This is an optimization exercise on Yosys and OpenROAD, whose aim is small area, not a production implementation.
In this exercise RTL edits were held to simulation tests only and were not proved equivalent to the original.
Power figures rest on the tool's default switching activity, not on a simulated workload.

**design/flow/flow/run.sh**
```bash
#!/bin/bash
# The standard layout (standard.sh, with its unchanged synthesis), with these
# settings changed:
#  - the buffers ABC put into the netlist are removed at floorplan;
#  - the port buffers are sky130_fd_sc_hd__buf_1 cells;
#  - clock tree synthesis builds the tree from clkbuf_8 cells, clusters up to 20
#    sinks within 60 um, and adds no dummy loads.
# standard.sh's output goes to standard.log; each tool's own logs stay under orfs/logs.
set -o pipefail
export REMOVE_ABC_BUFFERS=1
export BUFFER_PORTS_ARGS="-buffer_cell sky130_fd_sc_hd__buf_1"
export CTS_ARGS="-sink_clustering_enable -repair_clock_nets -dont_use_dummy_load -sink_clustering_size 20 -sink_clustering_max_diameter 60 -buf_list sky130_fd_sc_hd__clkbuf_8"
bash standard.sh > standard.log 2>&1
```
**design/flow/config.mk**
```make
export PLATFORM = sky130hd
export DESIGN_NAME = fpc_codec
export DESIGN_NICKNAME = fpc_codec
export VERILOG_FILES = /design/flow/design.v
export SDC_FILE = /design/flow/constraint.sdc
export NUM_CORES = 4
export LEC_CHECK = 0
export CAP_MARGIN = 20
export CORE_MARGIN = 2
export CORE_UTILIZATION = 40
export GPL_TIMING_DRIVEN = 0
export SLEW_MARGIN = 20
```
**design/flow/standard.sh**
```bash
#!/bin/bash
# synth_recipe.tcl (not shown) runs the flow's synth.tcl, then flattens the netlist and writes it again
# the make line also repeats each setting of config.mk as NAME=value (left out here)
make -C /OpenROAD-flow-scripts/flow DESIGN_CONFIG=/design/flow/config.mk WORK_HOME=/design/flow/orfs CLKGATE_MAP_FILE= SYNTH_SCRIPT=/design/flow/synth_recipe.tcl "${@:-finish}"
```
**design/flow/design.v**
```verilog
module fpc_codec (
    input  wire        clk,
    input  wire        rst,
    input  wire        req_valid,
    output wire        req_ready,
    input  wire        req_we,
    input  wire        req_space,
    input  wire [8:0]  req_addr,
    input  wire [31:0] req_wdata,
    output reg         resp_valid,
    output reg  [31:0] resp_rdata
);
    localparam integer N = 130;
    localparam [3:0] E_NONE = 4'd0, E_SHORT = 4'd2, E_CSUM = 4'd3,
                     E_ILLEGAL = 4'd6, E_RANGE = 4'd7;
    reg  [8*N-1:0] ring;
    reg  [7:0]     pos;
    reg  [7:0]     head_new;
    wire [7:0] head = ring[7:0];
    wire [7:0] tapa = ring[8*26 +: 8];
    wire [7:0] tapb = ring[8*104 +: 8];
    always @(posedge clk)
        ring <= {head_new, ring[8*N-1:8]};
    always @(posedge clk)
        if (rst)               pos <= 8'd123;
        else if (pos == N - 1) pos <= 8'd0;
        else                   pos <= pos + 8'd1;
    reg [4:0] s_reg;      
    reg [1:0] s_b;        
    reg       s_first, s_last;
    always @(*) begin
        s_reg = 5'd31;  s_b = 2'd0;  s_first = 1'b0;  s_last = 1'b0;
        case (pos)
            8'd86:  begin s_reg = 5'd9;  s_b = 2'd0; s_first = 1'b1; end
            8'd87:  begin s_reg = 5'd9;  s_b = 2'd1; s_last = 1'b1; end
            8'd88:  begin s_reg = 5'd6;  s_b = 2'd0; s_first = 1'b1; end
            8'd89:  begin s_reg = 5'd6;  s_b = 2'd1; end
            8'd90:  begin s_reg = 5'd6;  s_b = 2'd2; end
            8'd91:  begin s_reg = 5'd6;  s_b = 2'd3; s_last = 1'b1; end
            8'd92:  begin s_reg = 5'd4;  s_b = 2'd0; s_first = 1'b1; end
            8'd93:  begin s_reg = 5'd4;  s_b = 2'd1; end
            8'd94:  begin s_reg = 5'd4;  s_b = 2'd2; s_last = 1'b1; end
            8'd95:  begin s_reg = 5'd11; s_b = 2'd0; s_first = 1'b1; end
            8'd96:  begin s_reg = 5'd11; s_b = 2'd1; end
            8'd97:  begin s_reg = 5'd11; s_b = 2'd2; end
            8'd98:  begin s_reg = 5'd11; s_b = 2'd3; s_last = 1'b1; end
            8'd99:  begin s_reg = 5'd12; s_b = 2'd0; s_first = 1'b1; end
            8'd100: begin s_reg = 5'd12; s_b = 2'd1; end
            8'd101: begin s_reg = 5'd12; s_b = 2'd2; end
            8'd102: begin s_reg = 5'd12; s_b = 2'd3; s_last = 1'b1; end
            8'd103: begin s_reg = 5'd5;  s_b = 2'd0; s_first = 1'b1; s_last = 1'b1; end
            8'd104: begin s_reg = 5'd0;  s_b = 2'd0; s_first = 1'b1; end
            8'd105: begin s_reg = 5'd0;  s_b = 2'd1; end
            8'd106: begin s_reg = 5'd0;  s_b = 2'd2; end
            8'd107: begin s_reg = 5'd0;  s_b = 2'd3; s_last = 1'b1; end
            8'd108: begin s_reg = 5'd1;  s_b = 2'd0; s_first = 1'b1; end
            8'd109: begin s_reg = 5'd1;  s_b = 2'd1; end
            8'd110: begin s_reg = 5'd1;  s_b = 2'd2; end
            8'd111: begin s_reg = 5'd1;  s_b = 2'd3; s_last = 1'b1; end
            8'd112: begin s_reg = 5'd2;  s_b = 2'd0; s_first = 1'b1; end
            8'd113: begin s_reg = 5'd2;  s_b = 2'd1; s_last = 1'b1; end
            8'd114: begin s_reg = 5'd3;  s_b = 2'd0; s_first = 1'b1; end
            8'd115: begin s_reg = 5'd3;  s_b = 2'd1; s_last = 1'b1; end
            8'd116: begin s_reg = 5'd8;  s_b = 2'd0; s_first = 1'b1; end
            8'd117: begin s_reg = 5'd8;  s_b = 2'd1; s_last = 1'b1; end
            8'd118: begin s_reg = 5'd13; s_b = 2'd2; s_first = 1'b1; end
            8'd119: begin s_reg = 5'd13; s_b = 2'd1; end
            8'd120: begin s_reg = 5'd13; s_b = 2'd0; s_last = 1'b1; end
            8'd121: begin s_reg = 5'd7;  s_b = 2'd0; s_first = 1'b1; end
            8'd122: begin s_reg = 5'd7;  s_b = 2'd1; s_last = 1'b1; end
            8'd123: begin s_reg = 5'd10; s_b = 2'd0; s_first = 1'b1; end
            8'd124: begin s_reg = 5'd10; s_b = 2'd1; end
            8'd125: begin s_reg = 5'd10; s_b = 2'd2; s_last = 1'b1; end
            8'd126: begin s_reg = 5'd18; s_b = 2'd0; s_first = 1'b1; end
            8'd127: begin s_reg = 5'd18; s_b = 2'd1; end
            8'd128: begin s_reg = 5'd18; s_b = 2'd2; end
            8'd129: begin s_reg = 5'd18; s_b = 2'd3; s_last = 1'b1; end
            default: ;
        endcase
    end
    wire s_isreg = (pos >= 8'd86);
    wire s_wbuf  = (pos < 8'd86);
    reg [7:0] rst_byte;
    always @(*)
        case (pos)
            8'd104:  rst_byte = 8'hA5;
            8'd105:  rst_byte = 8'h5A;
            8'd106:  rst_byte = 8'hC3;
            8'd107:  rst_byte = 8'h3C;
            default: rst_byte = 8'h00;
        endcase
    reg        init;       
    reg        run;        
    reg [3:0]  st_err;
    reg        st_crcok;
    reg        sk2, sk3, sk6, sk7;
    reg [15:0] crc;
    reg [7:0]  n_lo;
    reg        n_hinz;
    reg        okf, c1, cy;
    wire       pend   = req_valid && !init;
    wire       rspace = !req_space && (req_addr[8:5] == 4'd0);
    wire [4:0] rno    = req_addr[4:0];
    wire       wb_in  = req_space && (req_addr < 9'd86);
    wire       ring_reg = rspace && (rno <= 5'd13 || rno == 5'd18);
    wire       is_cmd = rspace && req_we && (rno == 5'd16);
    wire [31:0] w      = req_wdata;
    wire        fmt_ok = (w[31:8] == 24'd0);
    wire [7:0]  op     = w[7:0];
    wire o_srst   = fmt_ok && op == 8'h02;
    wire o_calc   = fmt_ok && op == 8'h10;
    wire o_stamp  = fmt_ok && op == 8'h11;
    wire o_check  = fmt_ok && op == 8'h12;
    wire o_ser    = fmt_ok && op == 8'h20;
    wire o_des    = fmt_ok && op == 8'h21;
    wire o_pack   = fmt_ok && op == 8'h24;
    wire o_unpack = fmt_ok && op == 8'h25;
    wire o_i2w    = fmt_ok && op == 8'h30;
    wire o_w2i    = fmt_ok && op == 8'h31;
    wire o_nop    = fmt_ok && op == 8'h00;
    wire o_clr    = fmt_ok && op == 8'h01;
    wire o_ring   = o_srst | o_calc | o_stamp | o_check | o_ser | o_des |
                    o_pack | o_unpack | o_i2w | o_w2i;
    wire cmd_ring = pend && is_cmd && o_ring;
    wire hit_wb  = pend && wb_in && (pos == {1'b0, req_addr[6:0]}) && (req_addr[8:7] == 2'd0);
    wire hit_reg = pend && ring_reg && s_isreg && (s_reg == rno);
    wire win    = run ? (pend && is_cmd) || init : (pos == 8'd123) && (cmd_ring || init);
    wire w_end  = win && (pos == 8'd122);
    wire x_srst = init || o_srst;
    wire x_calc = !init && o_calc, x_stamp = !init && o_stamp, x_check = !init && o_check;
    wire x_ser  = !init && o_ser,  x_des = !init && o_des;
    wire x_pack = !init && o_pack, x_unpack = !init && o_unpack;
    wire x_i2w  = !init && o_i2w,  x_w2i = !init && o_w2i;
    reg rdy;
    always @(*) begin
        rdy = 1'b0;
        if (!init) begin
            if (req_space)
                rdy = wb_in ? hit_wb : 1'b1;
            else if (ring_reg)
                rdy = req_we ? (hit_reg && s_last && (run || s_first))
                             : (hit_reg && s_first);
            else if (is_cmd && o_ring)
                rdy = w_end;
            else
                rdy = 1'b1;
        end
    end
    assign req_ready = rdy;
    wire acc = req_valid && rdy;
    always @(posedge clk)
        if (rst || acc || w_end)
            run <= 1'b0;
        else if (win || (pend && ring_reg && req_we && hit_reg && s_first))
            run <= 1'b1;
    wire big   = n_hinz || (n_lo > 8'd86);
    wire n_small = !n_hinz && (n_lo < 8'd2);
    wire rng   = big || n_small;
    wire eq14  = !n_hinz && (n_lo == 8'd14);
    wire [7:0] nm1 = n_lo - 8'd1;
    wire [7:0] nm2 = n_lo - 8'd2;
    wire [7:0] lim = x_calc ? n_lo : nm2;
    reg [15:0] crc_next;
    integer k;
    always @(*) begin
        crc_next = crc ^ {8'd0, head_new};
        for (k = 0; k < 8; k = k + 1)
            crc_next = crc_next[0] ? ((crc_next >> 1) ^ 16'hA001) : (crc_next >> 1);
    end
    wire stamp_on = x_ser || (x_stamp && !rng);
    wire csum_on  = (x_calc && !big) || (x_stamp && !rng) || x_ser || (x_check && !rng && okf);
    wire des_on   = x_des && eq14 && okf;
    wire       use_a  = x_des || x_unpack || x_w2i;
    wire       seq    = x_i2w || x_w2i;
    wire [7:0] ax     = use_a ? tapa : tapb;
    wire [7:0] axs    = ax ^ {8{x_w2i}};
    wire       acin   = seq && (s_first ? !c1 : cy);
    wire [8:0] asum   = {1'b0, axs} + {8'd0, acin};
    wire [7:0] ares   = asum[7:0] ^ {8{x_w2i}};
    wire is_csum = (s_reg == 5'd8);
    wire c_w     = (hit_wb || hit_reg) && req_we;
    wire c_tap   = win && ((x_ser && pos < 8'd12) ||
                           (des_on && (s_reg[4:2] == 3'd0 || is_csum)) ||
                           (x_pack && s_reg == 5'd13) ||
                           (x_unpack && s_reg == 5'd4) ||
                           (x_i2w && s_reg == 5'd2) ||
                           (x_w2i && s_reg == 5'd9));
    wire st_lo   = stamp_on && s_wbuf && pos == nm2;
    wire st_hi   = stamp_on && s_wbuf && pos == nm1;
    wire c_crc   = win && (st_lo || st_hi || (csum_on && is_csum));
    wire crc_hi  = st_hi || (!st_lo && s_b[0]);
    wire c_const = win && ((x_srst && s_isreg) || (x_ser && s_reg == 5'd18));
    wire [7:0] cbyte = x_srst ? rst_byte : {4'd0, s_first, s_first, s_first, 1'b0};
    wire [7:0] wbyte = req_space ? req_wdata[7:0] : req_wdata[8*s_b +: 8];
    wire [7:0] crcb  = crc_hi ? crc[15:8] : crc[7:0];
    wire c_keep  = !(c_w || c_tap || c_crc || c_const);
    always @(*)
        head_new = ({8{c_keep}} & head) | ({8{c_w}} & wbyte) | ({8{c_tap}} & ares) |
                   ({8{c_crc}} & crcb) | ({8{c_const}} & cbyte);
    always @(posedge clk) begin
        cy <= asum[8];
        if (pos == 8'd123)      c1 <= (head == 8'd1);
        else if (pos == 8'd124 || pos == 8'd125) c1 <= c1 && (head == 8'd0);
        if (pos == 8'd126) begin
            n_lo <= head_new;  n_hinz <= 1'b0;
        end else if (pos >= 8'd127)
            n_hinz <= n_hinz || (head_new != 8'd0);
        if (pos == 8'd129)
            crc <= 16'd0;
        else if (s_wbuf && pos < lim)
            crc <= crc_next;
        if (pos == nm2)
            okf <= (crc[7:0] == head);
        else if (pos == nm1)
            okf <= okf && (crc[15:8] == head);
    end
    wire imm_cmd = acc && is_cmd && !o_ring;
    always @(posedge clk) begin
        if (rst) begin
            init <= 1'b1;
            st_err <= E_NONE;  st_crcok <= 1'b0;
            sk2 <= 1'b0;  sk3 <= 1'b0;  sk6 <= 1'b0;  sk7 <= 1'b0;
        end else if (w_end) begin
            init <= 1'b0;
            if (x_srst) begin
                st_err <= E_NONE;  st_crcok <= 1'b0;
                sk2 <= 1'b0;  sk3 <= 1'b0;  sk6 <= 1'b0;  sk7 <= 1'b0;
            end else if ((x_calc && big) || ((x_stamp || x_check) && rng)) begin
                st_err <= E_RANGE;  sk7 <= 1'b1;
                if (x_check) st_crcok <= 1'b0;
            end else if (x_des && !eq14) begin
                st_err <= E_SHORT;  sk2 <= 1'b1;  st_crcok <= 1'b0;
            end else if ((x_check || x_des) && !okf) begin
                st_err <= E_CSUM;  sk3 <= 1'b1;  st_crcok <= 1'b0;
            end else begin
                st_err <= E_NONE;
                if (x_check || x_des) st_crcok <= 1'b1;
            end
        end else if (imm_cmd) begin
            if (o_nop) st_err <= E_NONE;
            else if (o_clr) begin
                st_err <= E_NONE;
                sk2 <= 1'b0;  sk3 <= 1'b0;  sk6 <= 1'b0;  sk7 <= 1'b0;
            end else begin
                st_err <= E_ILLEGAL;  sk6 <= 1'b1;
            end
        end
    end
    reg [3:0] l_en;       
    reg       l_rev;      
    reg       l_stat, l_ver, l_fdmax, l_magic, l_crc0, l_crc1;
    always @(posedge clk) begin
        if (rst)
            resp_valid <= 1'b0;
        else
            resp_valid <= acc && !req_we;
        l_en  <= 4'd0;
        l_rev <= 1'b0;
        l_stat <= 1'b0;  l_ver <= 1'b0;  l_fdmax <= 1'b0;
        l_magic <= 1'b0; l_crc0 <= 1'b0; l_crc1 <= 1'b0;
        if (req_space)
            l_en <= {3'd0, wb_in};
        else if (rspace)
            case (rno)
                5'd0, 5'd1, 5'd6, 5'd11, 5'd12, 5'd18: l_en <= 4'b1111;
                5'd4, 5'd10:                           l_en <= 4'b0111;
                5'd13: begin                           l_en <= 4'b0111; l_rev <= 1'b1; end
                5'd2, 5'd3, 5'd7, 5'd8, 5'd9:          l_en <= 4'b0011;
                5'd5:                                  l_en <= 4'b0001;
                5'd17: l_stat  <= 1'b1;
                5'd24: l_ver   <= 1'b1;
                5'd25: l_fdmax <= 1'b1;
                5'd28: l_magic <= 1'b1;
                5'd29: l_crc0  <= 1'b1;
                5'd30: l_crc1  <= 1'b1;
                default: ;
            endcase
    end
    wire [7:0]  t0 = ring[8*129 +: 8];
    wire [7:0]  t1 = ring[7:0];
    wire [7:0]  t2 = ring[15:8];
    wire [7:0]  t3 = ring[23:16];
    wire [31:0] stat = {16'd0, sk7, sk6, 2'b00, sk3, sk2, 2'b00, 3'b000, st_crcok, st_err};
    wire [7:0]  b0 = l_rev ? t2 : t0;
    wire [7:0]  b2 = l_rev ? t0 : t2;
    always @(*)
        resp_rdata = ({t3, b2, t1, b0} & {{8{l_en[3]}}, {8{l_en[2]}}, {8{l_en[1]}}, {8{l_en[0]}}})
                   | (stat & {32{l_stat}})
                   | (32'h46504301 & {32{l_ver}})
                   | (32'd64 & {32{l_fdmax}})
                   | (32'h3CC35AA5 & {32{l_magic}})
                   | (32'h00008005 & {32{l_crc0}})
                   | (32'h00030000 & {32{l_crc1}});
endmodule
```
**design/flow/constraint.sdc**
```tcl
create_clock -name core_clock -period 8.0 [get_ports {clk}]
set_input_delay 1.6000 -clock core_clock [delete_from_list [all_inputs] [get_ports {clk}]]
set_output_delay 1.6000 -clock core_clock [all_outputs]
set_load 0.01 [all_outputs]
```
==> notes.md <==
==> routing by layer <==
metal / part of all wire / wire length (µm) / up-vias / GRT usage
met4: 0.030 / 1500 / 0 / 0.0536
met1: 0.48 / 24100 / 6796 / 0.199
met5: 0 / 0 / - / 0
met3: 0.047 / 2360 / 103 / 0.0252
met2: 0.44 / 21900 / 360 / 0.217
li1: - / - / 6751 / -
==> final timing paths <==
| path | end | slack, ns | cells after the start |
|---|---|---|---|
| max | req_ready | 1.38 | 12 |
| min | ring[521] | 0.28 | 0 |
| min reg2reg | ring[521] | 0.28 | 0 |
| max reg2reg | crc[0] | 1.63 | 15 |
==> cell usage in the layout (no fill, tap or decap), drive strengths merged, types with 13 or more instances in the layout <==
| cell type | netlist | final |
|---|---|---|
| nor2b | 16 | 16 |
| buf | 20 | 84 |
| dfxtp | 1088 | 1088 |
| inv | 26 | 26 |
| nor4 | 23 | 23 |
| xnor2 | 44 | 44 |
| nand2b | 15 | 15 |
| nor3 | 39 | 39 |
| ha | 19 | 19 |
| nor2 | 83 | 83 |
| nand2 | 71 | 71 |
| a211oi | 20 | 20 |
| nand3 | 26 | 26 |
| a31oi | 13 | 13 |
| clkbuf | 36 | 69 |
| xor2 | 31 | 31 |
| nand4 | 20 | 20 |
| o211ai | 13 | 13 |
| mux2i | 41 | 41 |
| o21ai | 47 | 47 |
| a21oi | 56 | 56 |
| a21o | 21 | 21 |
==> layout make-up <==
cell class | instances | area [µm²]
Antenna cell | 1 | 2.50
Clock buffer | 69 | 950
Timing Repair Buffer | 84 | 367
Multi-Input combinational cell | 772 | 5290
Fill cell | 6257 | 38600
Tap cell | 931 | 1160
Inverter | 26 | 97.6
Sequential cell | 1098 | 22100
==> power groups by stage <==
stage | Sequential (mW) | Combinational, mW | Clock (mW)
floorplan | 5.81 | 0.631 | 0
CTS | 5.74 | 0.867 | 2.35
detailed placement | 5.86 | 0.857 | 0
global placement | 5.88 | 0.824 | 0
finish | 5.74 | 0.873 | 2.24
global route | 5.76 | 0.952 | 2.56
==> per-stage QoR <==
step	worst slack, ns	hold slack, ns
after floorplan	1.79	0.310
after global placement	-0.0717	0.310
after detailed placement	1.07	0.312
after global routing	1.13	0.279
after CTS	1.37	0.286
final	1.38	0.283
==> cells by family after synthesis <==
logic type / Yosys count / synth area share
DFF: 1098 / 0.797
buffers and inverters: 82 / 0.0126
AOI/OAI and AO/OA: 267 / 0.0682
adders and majority gates: 19 / 0.00858
muxes: 49 / 0.0181
and+or+nand+nor: 360 / 0.0696
xor gates and xnor gates: 77 / 0.0259
==> notes.md <==
The worst setup path category is reg -> out. Across every metal layer, demand over resource in global routing totals 0.141. The startpoint class of the critical path is a flip-flop. IR analysis of the VDD net gives a maximum drop of 0.143 mV. Summed over all nets, the half-perimeter wirelength after detailed placement is 33100 µm.

The number of synthesized flops with an enable pin is 10. The deepest clock path buffer count came out at 3. The global-route congestion overflow total is 0. The die area is 0.0714 mm². The number of max-slew violations in the final report was 0. Setup repair after global routing left no endpoint under its margin. The deepest level of the CTS H-tree came out at 3. The final critical delay including setup and external delays is 6.62 ns. The first detailed-routing pass ran for 5 iterations. For this run, the post-layout net count is roughly 2100. After synthesis, the cell types taking the most area are sky130_fd_sc_hd__dfxtp_1 79%, sky130_fd_sc_hd__mux2i_1 1.5%, sky130_fd_sc_hd__xnor2_1 1.4%, sky130_fd_sc_hd__nor2_1 1.1%, sky130_fd_sc_hd__edfxtp_1 1.1%. The total clock sinks came out at 1098. The internal power component is between 6 and 7 mW.

The total leakage power came out at 11.4 nW. At the worst endpoint, the required time is about 6.4 ns. The TritonCTS buffer count is 69. After the first detailed-routing iteration, the DRC count stood at 998. The number of antenna violations at the first check in global routing is 4. The share of the synthesized area in the top cell type came out at 0.786. The via count came out at 14000. The count of input and output buffers came out at 79.

TritonCTS built the clock tree. The synthesis-to-finish area growth is 8.12%. The post-synthesis async set-or-reset flop share is 0. Setup total negative slack on the finished layout was measured at 0 ns. The number of maximum-capacitance violations is 0. The arrival time of data at the critical path endpoint came out at 5.02 ns. The run finished with no timing, DRC or antenna violations. The DRC violations left is 0. The share of power burned in combinational logic came out at 0.099. The power consumption came out at 8.85 mW. Dividing the synthesized area by the synthesized cell count gives 14.2 µm². The startpoint identified for the worst register-to-register timing path is pos[1].

The register clock-pin slew on the reported worst setup and hold paths came out at 0.10 ns. Among all flip-flop cells after synthesis, the most frequent one is sky130_fd_sc_hd__dfxtp_1. For the worst-skew pair, the clock arrives at the later sink with an insertion delay of 0.67 ns.

The net load switching power came out at 2.09 mW. 80 I/O pins were placed. The number of buffers added to fix hold violations after cts is 0.

The sequential area share after synthesis is 0.797. The width of the die is roughly 270 µm. The weighted congestion reported at the end of routability-driven placement is roughly 0.93. The startpoint of the lowest-slack hold path is ring[529]. The via count of the first global-routing pass is around 14000.

The initial utilization of the core area, before any placement, comes to 0.404. In this run the worst path has a maximum fanout of 17. The height of the die came out at 267 µm. The final number of hold-violating endpoints is 0. The number of post-CTS setup repair buffers is 0. STA classifies the critical path endpoint as an output pin.

The post-cts repair resize count is 0. The slew of the pin with the lowest slew margin came out at 1.04 ns. The total area inside the core boundary comes to 0.0686 mm².

On the worst path, the slowest cell contributes a delay of 0.71 ns. The number of flip-flops and latches in the synthesized netlist came out at 1098. The count of mapped cells out of synthesis came out at 1952. Dividing the final minimum period by the clock period gives 0.828. The max-slew headroom at the worst pin is 0.307. The per-cell via count in the routed design is about 4.7. The number of placement rows is 96.

The fraction of final layout cells with drive strength greater than 1 is 0.0581. The number of setup violations in the final report came out at 0. Of the total power, the clock network draws 0.253. After detailed routing, the average wire length per cell comes to 16.7 µm. The share of the core filled with cells came out at 0.437. The overall routed net length is approximately 50000 µm. Yosys instantiated no cell more often than sky130_fd_sc_hd__dfxtp_1.

The total placed instance area is approximately 0.029 mm². The critical path goes through inv_1 -> ha_1 -> nor3_2 -> o21ai_1 -> a21oi_2 -> o31ai_1 -> a211o_1 -> a311o_1 -> nor3_1 -> o311a_1 -> o221a_2 -> buf_1. The combined buffer and inverter count along the critical path came out at 2.

The final worst clock skew is 0.121 ns. The summed instance area of the synthesized netlist is between 0.02 and 0.03 mm². The pin count of the biggest net entering global routing came out at 37.

The first-pass GRT wire length is slightly below 80000 µm. The post-detailed-route count of antenna-violating nets is 0. The cell at the root of the clock tree is sky130_fd_sc_hd__clkbuf_8.

The critical path's top delay family is compound AO/OA/AOI/OAI gates. Sorting the synthesized cells by how often they occur yields 1088 x sky130_fd_sc_hd__dfxtp_1, 83 x sky130_fd_sc_hd__nor2_1, 71 x sky130_fd_sc_hd__nand2_1. The switching part of the total is 0.236.

The tightest min-delay check is of the reg -> reg type. In this run the power density over the cells is a little under 300 mW/mm². Among all stages on the critical path, the largest delay is contributed by sky130_fd_sc_hd__dfxtp_1. The flip-flop count of the largest register, all copies and words added is ~1000. The start point of the critical path is pos[1].

For this run, the number of Yosys warnings is 1. The cell area after layout came out at 0.0300 mm². The sequential share of power is 0.648. The fmax came out at 151 MHz. The cell taking the most area after synthesis is sky130_fd_sc_hd__dfxtp_1. The number of placed instances, taps included is 2911. Excluding fillers, the count of instances in the completed layout stands at 2981.

The unique cell type count in the Yosys netlist came out at between 90 and 100.

port drivers added, routing unchanged:
In the flow no input, the clock included, has a driving cell. The finished layout below was timed again as built, in two steps.
Step 1 (the two cells are an assumption about what drives the block):
set clk [get_ports {clk}]
set_driving_cell -lib_cell sky130_fd_sc_hd__clkbuf_16 $clk
set_driving_cell -lib_cell sky130_fd_sc_hd__buf_2 [delete_from_list [all_inputs] $clk]
Step 2 adds t to the input delays and takes it off the output delays; t is the mean of the earliest and latest rising clock arrival at the registers after step 1. Input paths then give back, and output paths get back, about the clock's delay inside the block.
Three values: ideal, step 1, step 2; two values: the first two.
t, ns: 0.658
setup WS [ns]: 1.378 / 1.326 / 0.759
worst setup path after step 2: input to register
After both steps this run still meets setup and hold. The setup slack of this run moves by -0.052 ns with the drivers and by -0.619 ns with both steps.
